This design comes from an exercise in tuning for small area, a short achievable clock period and few clock cycles on the open sky130 flow, not from production work. The RTL was checked by simulation tests, not by an equivalence proof against the original design. Power and IR drop assume default switching activity.

==> flow/design.v (excerpt) <==
module crc16m (
    input  wire        clk,
    input  wire        rst,
    input  wire        bus_valid,
    input  wire        bus_write,
    input  wire [7:0]  bus_addr,
    input  wire [2:0]  bus_size,
    input  wire [31:0] bus_wdata,
    output wire        bus_ready,
    output reg  [31:0] bus_rdata,
    output wire        bus_err,
    input  wire        rx_valid,
    input  wire        rx_lerr,
    input  wire [7:0]  rx_data,
    output wire        rx_ready,
    output wire        tx_valid,
    output wire [7:0]  tx_data,
    input  wire        tx_ready,
    output wire        tx_busy,
    output wire        irq,
    output wire [22:0] linecfg
);
    localparam RXCAP = 64;
    localparam TXCAP = 32;
    localparam [31:0] ID_VALUE = 32'h43524D31;
    localparam [22:0] LINECFG_RESET = 23'h080060;
    localparam [1:0] M_IDLE = 2'd0, M_FIXED = 2'd1, M_HUNT = 2'd2, M_OPEN = 2'd3;
    localparam [7:0] A_ID = 8'h00, A_CAP = 8'h04, A_STATUS = 8'h08, A_IRQEN = 8'h0C,
                     A_CMD = 8'h10, A_CRC_DIN = 8'h14, A_CRC_VAL = 8'h18,
                     A_TX_DATA = 8'h1C, A_TX_RAW = 8'h20, A_TX_LVL = 8'h24,
                     A_TX_CRC = 8'h28, A_RX_DATA = 8'h2C, A_RX_PTR = 8'h30,
                     A_RX_CRC = 8'h34, A_RX_MODE = 8'h38, A_RX_DISC = 8'h3C,
                     A_LINECFG = 8'h40;
    function [15:0] crc_step;
        input [15:0] c;
        input [7:0]  b;
        integer k;
        reg [15:0] t;
        begin
            t = c ^ {8'h00, b};
            for (k = 0; k < 8; k = k + 1)
                t = t[0] ? ((t >> 1) ^ 16'hA001) : (t >> 1);
            crc_step = t;
        end
    endfunction
    function [15:0] mulx;
        input [15:0] v;
        begin
            mulx = v[0] ? ((v >> 1) ^ 16'hA001) : (v >> 1);
        end
    endfunction
    reg [15:0] crc;
    reg [15:0] tx_crc;
    reg [7:0]  txq [0:TXCAP-1];
    reg [4:0]  tx_head;
    reg [5:0]  tx_cnt;
    reg [7:0]  rxb [0:RXCAP-1];
    reg [5:0]  rx_head;
    reg [6:0]  rx_cnt;
    reg [15:0] rx_crc;        
    reg [1:0]  rx_mode;
    reg [6:0]  rx_len;        
    reg [15:0] rx_rd;
    reg [15:0] rx_disc;
  ...
For scale: ~3400 cells after synthesis, roughly 990 flip-flops, roughly 130 I/O pins.
export LEC_CHECK = 0
export CAP_MARGIN = 20
export CORE_MARGIN = 2
export CORE_UTILIZATION = 40
export CTS_CLUSTER_DIAMETER = 100
export CTS_CLUSTER_SIZE = 20
export PLACE_DENSITY = 0.6
export SETUP_SLACK_MARGIN = 2.5
export SLEW_MARGIN = 20
export BUFFER_PORTS_ARGS = -buffer_cell sky130_fd_sc_hd__buf_2
create_clock -name core_clock -period 7.0 [get_ports {clk}]
standard.sh (not shown) runs the stock make flow with config.mk's settings and CLKGATE_MAP_FILE= SYNTH_SCRIPT=/design/flow/synth_recipe.tcl, a recipe that flattens the netlist after the stock synthesis.
==> flow/flow/run.sh <==
#!/bin/bash
# Standard layout, except that the port buffers are buf_2 cells rather than
# the default (a slow delay-buffer cell that the resizer cannot swap out).
set -o pipefail
echo 'export BUFFER_PORTS_ARGS = -buffer_cell sky130_fd_sc_hd__buf_2' >> config.mk
export BUFFER_PORTS_ARGS="-buffer_cell sky130_fd_sc_hd__buf_2"
bash standard.sh 2>&1 | tee standard.log
Testbench counts at the start, summed over its fixed seeds: cycles 20,518.
Next try:
--- a/flow/design.v
+++ b/flow/design.v
@@ -47,18 +47,19 @@
         input [15:0] v;
         begin
             mulx = v[0] ? ((v >> 1) ^ 16'hA001) : (v >> 1);
         end
     endfunction
     reg [15:0] crc;
     reg [15:0] tx_crc;
     reg [7:0]  txq [0:TXCAP-1];
     reg [4:0]  tx_head;
+    reg [4:0]  tx_tail;       
     reg [5:0]  tx_cnt;
     reg [7:0]  rxb [0:RXCAP-1];
     reg [5:0]  rx_head;
     reg [6:0]  rx_cnt;
     reg [15:0] rx_crc;        
     reg [1:0]  rx_mode;
     reg [6:0]  rx_len;        
     reg [15:0] rx_rd;
     reg [15:0] rx_disc;
@@ -143,19 +144,18 @@
     wire do_rxstop = cmd_ok && (cmd_opc == 8'h23);
     wire do_txend  = cmd_ok && (cmd_opc == 8'h10);
     wire do_txfl   = cmd_ok && (cmd_opc == 8'h11);
     wire do_crcini = cmd_ok && (cmd_opc == 8'h01);
     wire wr_rxptr  = wr_acc && (bus_addr == A_RX_PTR);
     wire rd_data   = rd_acc && (bus_addr == A_RX_DATA);
     wire rd_inc    = rd_data && rd_ok;
     wire lcfg_ok = (bus_wdata[19:16] == 4'd7 || bus_wdata[19:16] == 4'd8) &&
                    (bus_wdata[21:20] != 2'd3);
-    wire [4:0] tx_tail  = tx_head + tx_cnt[4:0];
     wire tx_room1 = (tx_cnt != TXCAP);
     wire tx_room2 = (tx_cnt <= TXCAP - 2);
     wire tx_push  = wr_acc && (bus_addr == A_TX_DATA || bus_addr == A_TX_RAW) && tx_room1;
     wire tx_app2  = do_txend && tx_room2;
     wire tx_fire  = tx_nempty && tx_ready;
     wire       tx_sel_crc = !bus_addr[2] && !bus_addr[5];
     wire [7:0] tx_wd_e = tx_sel_crc ? (tx_tail[0] ? tx_crc[15:8] : tx_crc[7:0]) : bus_wdata[7:0];
     wire [7:0] tx_wd_o = tx_sel_crc ? (tx_tail[0] ? tx_crc[7:0] : tx_crc[15:8]) : bus_wdata[7:0];
     wire [4:0] tx_tail1 = tx_tail + 5'd1;
@@ -266,18 +266,19 @@
             hunt_d <= crc_step(hunt_d, 8'h00);
             hunt_e <= crc_step(hunt_e, 8'h00);
         end
     end
     always @(posedge clk) begin
         if (rst) begin
             crc         <= 16'hFFFF;
             tx_crc      <= 16'hFFFF;
             tx_head     <= 5'd0;
+            tx_tail     <= 5'd0;
             tx_cnt      <= 6'd0;
             rx_crc      <= 16'hFFFF;
             rx_mode     <= M_IDLE;
             rx_len      <= 7'd0;
             rx_disc     <= 16'd0;
             st_rxdone   <= 1'b0;
             st_illcmd   <= 1'b0;
             st_txovf    <= 1'b0;
             st_rxovf    <= 1'b0;
@@ -288,24 +289,27 @@
             st_cfgerr   <= 1'b0;
             irqen       <= 16'd0;
             linecfg_r   <= LINECFG_RESET;
         end else begin
             if (tx_fire) begin
                 tx_head <= tx_head + 5'd1;
                 tx_cnt  <= tx_cnt - 6'd1;
             end
             if (tx_push) begin
+                tx_tail <= tx_tail + 5'd1;
                 tx_cnt  <= tx_cnt + 6'd1;
             end
             if (tx_app2) begin
+                tx_tail <= tx_tail + 5'd2;
                 tx_cnt  <= tx_cnt + 6'd2;
             end
             if (do_txfl) begin
+                tx_tail <= tx_head;
                 tx_cnt  <= 6'd0;
             end
             if (rx_fire) begin
                 if (rx_lerr) begin
                     st_rxlerr <= 1'b1;
                 end else begin
                     case (rx_mode)
                         M_IDLE: st_rxunx <= 1'b1;
                         M_FIXED: begin
What happened: Hold slack is better by 13 ps. Worst setup slack is better by 220 ps. Clock power decreases by a few percent. Synthesized cell count rises slightly. Die area stays flat.
Testbench counts after the change, summed over its fixed seeds: cycles 20,518.

==> separate check: timing with driven ports <==
The flow's constraints put no driver on any port. The routed layouts listed below were extracted and timed again, unchanged, in two steps.
Step 1 sets driving cells, clkbuf_16 on the clock port and buf_2 on the other inputs (assumed; they add their load-dependent delay and slew).
Step 2 adds t to the input delays and takes it off the output delays; t is the mean of the earliest and latest rising clock arrival at the registers after step 1. Input paths then give back, and output paths get back, about the clock's delay inside the block.
a / b / c = ideal / step 1 / step 2; a / b = the first two.
| run | t, ns | setup WS [ns] | worst slew at a driven data input, ns |
|---|---|---|---|
| the first run | 0.746 | 2.216 / 2.150 / 2.052 | 0.13 |
| the second run | 0.739 | 2.431 / 2.360 / 1.871 | 0.13 |
After both steps setup and hold are still met in every run listed. The setup slack of the second run, which loses most, moves by -0.071 ns with the drivers and by -0.560 ns with both steps.
